Background: an optimization exercise with open tools, aiming at small area, a short achievable clock period and few clock cycles. Do not read the settings as production practice. In this exercise RTL edits were held to simulation tests only and were not proved equivalent to the original. Power is estimated from default activity; no workload was simulated.

$ cat flow/run.sh
#!/bin/bash
# synth_recipe.tcl (not shown) runs the flow's synth.tcl, then flattens the netlist and writes it again
# the make line also repeats each setting of config.mk as NAME=value (left out here)
make -C /OpenROAD-flow-scripts/flow DESIGN_CONFIG=/design/flow/config.mk WORK_HOME=/design/flow/orfs CLKGATE_MAP_FILE= SYNTH_SCRIPT=/design/flow/synth_recipe.tcl finish
$ cat flow/config.mk
export PLATFORM = sky130hd
export DESIGN_NAME = modfield_unit
export DESIGN_NICKNAME = modfield_unit
export VERILOG_FILES = /design/flow/design.v
export SDC_FILE = /design/flow/constraint.sdc
export NUM_CORES = 4
export LEC_CHECK = 0
export CAP_MARGIN = 20
export CORE_MARGIN = 2
export CORE_UTILIZATION = 40
export PLACE_DENSITY = 0.6
export SLEW_MARGIN = 20
$ cat flow/constraint.sdc
create_clock -name core_clock -period 12.0 [get_ports {clk}]
set_input_delay 2.4000 -clock core_clock [delete_from_list [all_inputs] [get_ports {clk}]]
set_output_delay 2.4000 -clock core_clock [all_outputs]
set_load 0.01 [all_outputs]
$ cat flow/design.v
module modfield_unit (
  input  wire        clk,
  input  wire        rst,
  input  wire        start,
  input  wire [2:0]  op,
  input  wire [63:0] a,
  input  wire [63:0] b,
  input  wire [63:0] m,
  output wire        busy,
  output wire        done,
  output wire [63:0] result,
  output wire        err
);
  localparam [2:0] OP_MADD = 3'd0;
  localparam [2:0] OP_MSUB = 3'd1;
  localparam [2:0] OP_MMUL = 3'd2;
  localparam [2:0] OP_MPOW = 3'd3;
  localparam [2:0] OP_MINV = 3'd4;
  localparam [3:0] S_IDLE   = 4'd0;
  localparam [3:0] S_REDA   = 4'd1;   
  localparam [3:0] S_REDB   = 4'd2;   
  localparam [3:0] S_ADDSUB = 4'd3;
  localparam [3:0] S_MUL    = 4'd4;   
  localparam [3:0] S_PSQ    = 4'd5;   
  localparam [3:0] S_PMU    = 4'd6;   
  localparam [3:0] S_PNEXT  = 4'd7;   
  localparam [3:0] S_INV    = 4'd8;   
  localparam [3:0] S_DIV    = 4'd9;   
  localparam [3:0] S_DONE   = 4'd10;
  localparam [1:0] R_MMUL = 2'd0;
  localparam [1:0] R_PSQ  = 2'd1;
  localparam [1:0] R_PMU  = 2'd2;
  reg  [3:0]  state;
  reg  [2:0]  op_r;
  reg  [63:0] a_r, b_r, m_r;
  reg  [63:0] ra, rb;
  reg  [5:0]  cnt;
  reg  [5:0]  ebit;
  reg  [1:0]  mul_ret;
  reg  [63:0] mx, my, prod;
  reg  [63:0] acc;
  reg  [63:0] rem;
  reg  [63:0] r0, r1;
  reg  signed [67:0] t0, t1, qt;
  reg  [63:0] res;
  reg         err_r;
  wire idle_like = (state == S_IDLE) || (state == S_DONE);
  assign busy   = !idle_like;
  assign done   = (state == S_DONE);
  assign result = res;
  assign err    = err_r;
  reg         div_bit;
  reg  [63:0] div_d;
  wire [64:0] div_rem2 = {rem, div_bit};
  wire        div_ge   = (div_rem2 >= {1'b0, div_d});
  wire [64:0] div_sub  = div_rem2 - {1'b0, div_d};
  wire [63:0] div_next = div_ge ? div_sub[63:0] : div_rem2[63:0];
  always @(*) begin
    case (state)
      S_REDA:  begin div_bit = a_r[cnt]; div_d = m_r; end
      S_REDB:  begin div_bit = b_r[cnt]; div_d = m_r; end
      default: begin div_bit = r0[cnt];  div_d = r1;  end
    endcase
  end
  wire signed [67:0] qt_next = (qt <<< 1) + (div_ge ? t1 : 68'sd0);
  wire [64:0] mul_dbl  = {prod, 1'b0};
  wire [64:0] mul_d1   = (mul_dbl >= {1'b0, m_r}) ? mul_dbl - {1'b0, m_r} : mul_dbl;
  wire [64:0] mul_s    = mul_d1 + (mx[cnt] ? {1'b0, my} : 65'd0);
  wire [64:0] mul_s1   = (mul_s >= {1'b0, m_r}) ? mul_s - {1'b0, m_r} : mul_s;
  wire [63:0] mul_next = mul_s1[63:0];
  wire [64:0] add_s   = {1'b0, ra} + {1'b0, rb};
  wire [63:0] add_res = (add_s >= {1'b0, m_r}) ? add_s[63:0] - m_r : add_s[63:0];
  wire [63:0] sub_res = (ra >= rb) ? ra - rb : ra - rb + m_r;
  wire signed [67:0] t0_pos = t0 + {4'd0, m_r};
  wire [63:0] inv_res = t0[67] ? t0_pos[63:0] : t0[63:0];
  always @(posedge clk) begin
    if (rst) begin
      state <= S_IDLE;
    end else begin
      case (state)
        S_IDLE, S_DONE: begin
          if (start) begin
            op_r  <= op;
            a_r   <= a;
            b_r   <= b;
            m_r   <= m;
            rem   <= 64'd0;
            cnt   <= 6'd63;
            state <= S_REDA;
          end else begin
            state <= S_IDLE;
          end
        end
        S_REDA: begin
          rem <= div_next;
          cnt <= cnt - 6'd1;
          if (cnt == 6'd0) begin
            ra <= div_next;
            case (op_r)
              OP_MPOW: begin
                acc   <= 64'd1;
                ebit  <= 6'd63;
                state <= S_PSQ;
              end
              OP_MINV: begin
                r0    <= m_r;
                r1    <= div_next;
                t0    <= 68'sd0;
                t1    <= 68'sd1;
                state <= S_INV;
              end
              default: begin
                rem   <= 64'd0;
                cnt   <= 6'd63;
                state <= S_REDB;
              end
            endcase
          end
        end
        S_REDB: begin
          rem <= div_next;
          cnt <= cnt - 6'd1;
          if (cnt == 6'd0) begin
            rb <= div_next;
            if (op_r == OP_MMUL) begin
              mx      <= ra;
              my      <= div_next;
              prod    <= 64'd0;
              cnt     <= 6'd63;
              mul_ret <= R_MMUL;
              state   <= S_MUL;
            end else begin
              state <= S_ADDSUB;
            end
          end
        end
        S_ADDSUB: begin
          res   <= (op_r == OP_MSUB) ? sub_res : add_res;
          err_r <= 1'b0;
          state <= S_DONE;
        end
        S_MUL: begin
          prod <= mul_next;
          cnt  <= cnt - 6'd1;
          if (cnt == 6'd0) begin
            case (mul_ret)
              R_PSQ: begin
                acc   <= mul_next;
                state <= b_r[ebit] ? S_PMU : S_PNEXT;
              end
              R_PMU: begin
                acc   <= mul_next;
                state <= S_PNEXT;
              end
              default: begin
                res   <= mul_next;
                err_r <= 1'b0;
                state <= S_DONE;
              end
            endcase
          end
        end
        S_PSQ: begin
          mx      <= acc;
          my      <= acc;
          prod    <= 64'd0;
          cnt     <= 6'd63;
          mul_ret <= R_PSQ;
          state   <= S_MUL;
        end
        S_PMU: begin
          mx      <= acc;
          my      <= ra;
          prod    <= 64'd0;
          cnt     <= 6'd63;
          mul_ret <= R_PMU;
          state   <= S_MUL;
        end
        S_PNEXT: begin
          if (ebit == 6'd0) begin
            res   <= acc;
            err_r <= 1'b0;
            state <= S_DONE;
          end else begin
            ebit  <= ebit - 6'd1;
            state <= S_PSQ;
          end
        end
        S_INV: begin
          if (r1 == 64'd0) begin
            err_r <= (r0 != 64'd1);
            res   <= inv_res;
            state <= S_DONE;
          end else begin
            rem   <= 64'd0;
            qt    <= 68'sd0;
            cnt   <= 6'd63;
            state <= S_DIV;
          end
        end
        S_DIV: begin
          rem <= div_next;
          qt  <= qt_next;
          cnt <= cnt - 6'd1;
          if (cnt == 6'd0) begin
            r0    <= r1;
            r1    <= div_next;
            t0    <= t1;
            t1    <= t0 - qt_next;
            state <= S_INV;
          end
        end
        default: state <= S_IDLE;
      endcase
    end
  end
endmodule
==> run notes <==
## power breakdown
part / internal [mW] / switching [mW] / total [mW]
combinational: 10.9 / 14.6 / 25.5
clock: 2.57 / 1.87 / 4.44
sequential: 5.30 / 0.317 / 5.62
total: 18.7 / 16.8 / 35.6
## how the worst max path moves through the flow
stage	startpoint	to	slack (ns)
final	m_r[1]	res[30]	0.38
after CTS	state[1]	t1[64]	0.005
after global placement	state[1]	t1[63]	-0.98
after floorplan	rst	a_r[0]	0.53
after global routing	state[1]	t1[64]	-0.05
after detailed placement	state[1]	t1[57]	-0.97
## cell usage in the layout (no fill, tap or decap), types with 33 or more instances in the layout
cell type        synthesis  final
clkdlybuf4s50_1          0    264
xor2_1                 244    244
a221oi_1                44     42
ha_1                   703    703
o31ai_1                 46     45
o21ai_0                605    593
edfxtp_1              1053   1053
or3_1                   43     42
xnor2_1                415    412
nor4_1                  63     57
a31oi_1                109    107
a22o_1                  33     33
nor3_1                 125    114
nand2_1                854    853
nor2b_1                 99     98
nand4_1                116    116
a22oi_1                102    102
o21bai_1               148    147
a21o_1                 451    451
inv_1                  449    448
o211ai_1                62     62
o21a_1                  77     77
nand3_1                173    172
nor2_1                 729    714
a21oi_1                929    920
clkbuf_16                0    139
and2_1                 247    247
mux2i_1                181    181
a211o_1                 41     41
a211oi_1               128    122
mux2_2                  36     36
and3_1                  69     69
nand2b_1                94     92
mux4_2                  39     39
buf_4                    2   1365
## per-stage QoR
stage / hold slack [ns] / util / setup slack (ns) / setup TNS, ns / cell area [µm²]
2_1_floorplan: 0.5145 / - / 0.5307 / 0 / 85840
3_3_place_gp: 0.5205 / 0.4727 / -0.9814 / -16.28 / 101100
3_5_place_dp: 0.5261 / 0.4728 / -0.9729 / -16.21 / 101200
4_1_cts: 0.5376 / 0.4953 / 0.005069 / 0 / 106000
5_1_grt: 0.5695 / 0.4971 / -0.04634 / -0.1258 / 106400
6_report: 0.5221 / 0.4972 / 0.3843 / 0 / 106400
## flip-flops by register name, indices dropped and copies added, names as in the netlist, 2 cells and up
signal / flops
ra: 64
op_r: 3
qt: 67
rem: 64
prod: 64
mx: 64
a_r: 64
t0: 68
r1: 64
m_r: 64
acc: 64
state: 4
rb: 64
ebit: 6
mul_ret: 2
t1: 68
cnt: 6
res: 64
b_r: 64
r0: 64
my: 64
## cells by family after synthesis
group                      share of synthesized area
AOI/OAI and AO/OA                             0.2308
and+or+nand+nor                               0.1488
DFF                                           0.3694
buffers and inverters                        0.04085
adders and majority gates                     0.1056
xor gates and xnor gates                     0.06850
muxes                                        0.03607
## routing by layer
metal,part of all wire,vias to the layer above,wire length (µm),track usage
li1,-,37470,-,-
met1,0.43,40570,173700,0.4989
met2,0.40,4452,161100,0.5034
met3,0.13,601,53500,0.1326
met4,0.044,20,17750,0.1377
met5,0.00031,-,126,0
## worst register-to-register path: cells and delay by family (launching register included)
family	cells	cell delay, ns
and+or+nand+nor	10	1.75
buffers and inverters	14	2.53
xor gates and xnor gates	1	0.19
AOI/OAI and AO/OA	22	5.39
adders and majority gates	3	0.91
muxes	1	0.36
DFF	1	0.37
## timing repair
| item | CTS | global route |
|---|---|---|
| gates resized for setup | 19 | 49 |
| buffers inserted | 3 | 16 |
| setup endpoints to repair | 28 | 26 |
| pin swaps | 8 | 27 |
| cloned | 0 | 1 |
## final cells by class
class | count | area (µm²)
clock inverters | 94 | 1109
fillers | 20290 | 107600
well taps | 2838 | 3551
clock buffers | 157 | 3576
inverters | 453 | 1700
flip-flops and latches | 1057 | 31700
diodes | 18 | 45.04
repair buffers | 1664 | 13550
multi-input cells | 7429 | 51150
==> run_results.csv <==
group,metric,value,unit
pwr,powerDensity,334.2,nW/µm²
sta,hold_viol_final,0,
yosys,synth.largest_area_cell,"edfxtp_1",
yosys,netlist.area_leader.share,0.3684,
setup_path,crit_type,"reg2reg",
yosys,ys_warn_count,1,
yosys,synth_async_sr_flop_share,0,
floorplanning,fp.dieH,467.2,µm
setup_path,arrival,12.31,ns
floorplanning,dieArea,218300,µm²
sta,max_freq,86.09,MHz
hold_path,hold_start,"t1[54]",
drt,drtIter0Drc,10690,
final_layout,syn_to_final_growth,23.96,%
setup_path,crit_required,12.69,ns
setup_path,crit_buf_inv,14,
hold_path,hold_path.class,"reg2reg",
setup_path,r2r-end,"res[30]",
clock_network,htree_levels,4,
global_routing,grt.overflow.total,0,
final_layout,fin_nets,11660,
final_layout,instances_no_fill,13710,
drt,num_vias,83110,
yosys,synth.distinct_cells,117,
setup_path,cp_top_family,"compound AO/OA/AOI/OAI gates",
yosys,yosysMostFrequentCell,"edfxtp_1",
sta,fin_skew,0.04563,ns
sta,drv_slew,0,
floorplanning,io_pins,265,
sta,post-route-period-util,0.9680,
floorplanning,start_util,0.4011,
setup_path,worst-path-stages,51,
floorplanning,die_w,467.2,µm
yosys,synth-edff-count,1053,
setup_path,cp-start-kind,"register",
final_layout,drive_above_1_share,0.1734,
placed_design,numPortBuffers,264,
setup_path,reg2regPathDepth,51,
setup_path,cp_common_cell,"buf_4",
global_routing,grt_max_degree,131,
pwr,ir_worst_vdd,282.2,µV
setup_path,cp_max_fo,18,
drt,drc,0,
global_routing,antenna_found_initial,35,
clock_network,clk_pin_slew,0.07,ns
job,cap_viol_max_count,0,
setup_path,cp-end-kind,"register",
sta,relSlewSlack,0.1485,
clock_network,clockBufferDepth,3,
global_routing,grt_usage,0.3594,
yosys,avgSynthCellArea,9.151,µm²
run_status,outcome,"no timing/DRC/antenna violations",
yosys,ys_top_cells_by_count,"1053 x edfxtp_1, 929 x a21oi_1, 854 x nand2_1, 729 x nor2_1, 703 x ha_1",
yosys,synth_fp_nets,10290,
clock_network,cts_tree,"built",
clock_network,holdBufCountCts,0,
floorplanning,rows,170,
setup_path,ff2ff_setup_slack,0.38,ns
drt,ant_nets,0,
floorplanning,coreArea,214000,µm²
pwr,p_leak,45.29,nW
clock_network,clk_latency,0.84,ns
clock_network,root_buffer,"clkbuf_16",
hold_path,holdPathStages,1,
clock_network,cts.sinks,1057,
drt,first_pass_iters,7,
yosys,syn_area,85830,µm²
drt,wl_per_cell,29.62,µm
drt,drt-vias-per-instance,6.062,
sta,fin_crit,11.62,ns
drt,wl,406.2,mm
sta,setup_viol,0,
yosys,seq_area_frac_synth,0.3694,
hold_path,min_delay_worst_endpoint,"t0[54]",
setup_path,cpPeakStageDelay,0.44,ns
global_routing,grt_pass1_wl,563.6,mm
yosys,synth.area.top_cells,"edfxtp_1 37%, ha_1 10%, a21oi_1 5.4%, xnor2_1 4.2%, a21o_1 3.9%",
setup_path,cp_slowest_cell,"o211ai_1",
yosys,ys_seq_elements,1057,
placed_design,dp_hpwl,326.0,mm
sta,worst_slew_pin_slew,1.270,ns
yosys,synth_flop_cell,"edfxtp_1",
yosys,post_synth_inst_count,9379,
setup_path,rr_startpoint,"m_r[1]",
placed_design,dp_cells,13420,
global_routing,grt_pass1_vias,79270,
placed_design,place.gp.congestion,1.055,
pwr,finalPower,35.55,mW
clock_network,numCtsBuffers,138,
Testbench counts, summed over its fixed seeds: cycles 1,975,203.

## re-timing with driven ports
In the flow no input, the clock included, has a driving cell. The finished layout below was timed again as built, in two steps. Step 1 (the two cells are an assumption about what drives the block):
set clk [get_ports {clk}]
set_driving_cell -lib_cell sky130_fd_sc_hd__clkbuf_16 $clk
set_driving_cell -lib_cell sky130_fd_sc_hd__buf_2 [delete_from_list [all_inputs] $clk]
Step 2, shift: input delay + t, output delay - t, t = (earliest + latest rising clock arrival at the registers) / 2. This alone moves slack from input paths to output paths. Three values: no drivers, after step 1, after step 2; two values: the first two.
t (ns): 0.912
setup slack, ns: 0.384 / 0.384 / 0.384
hold slack, ns: 0.522 / 0.522 / 0.522
After both steps setup and hold are still met in this run. For this run, drivers alone change the setup slack by 0.000 ns; drivers and shift together by 0.000 ns.
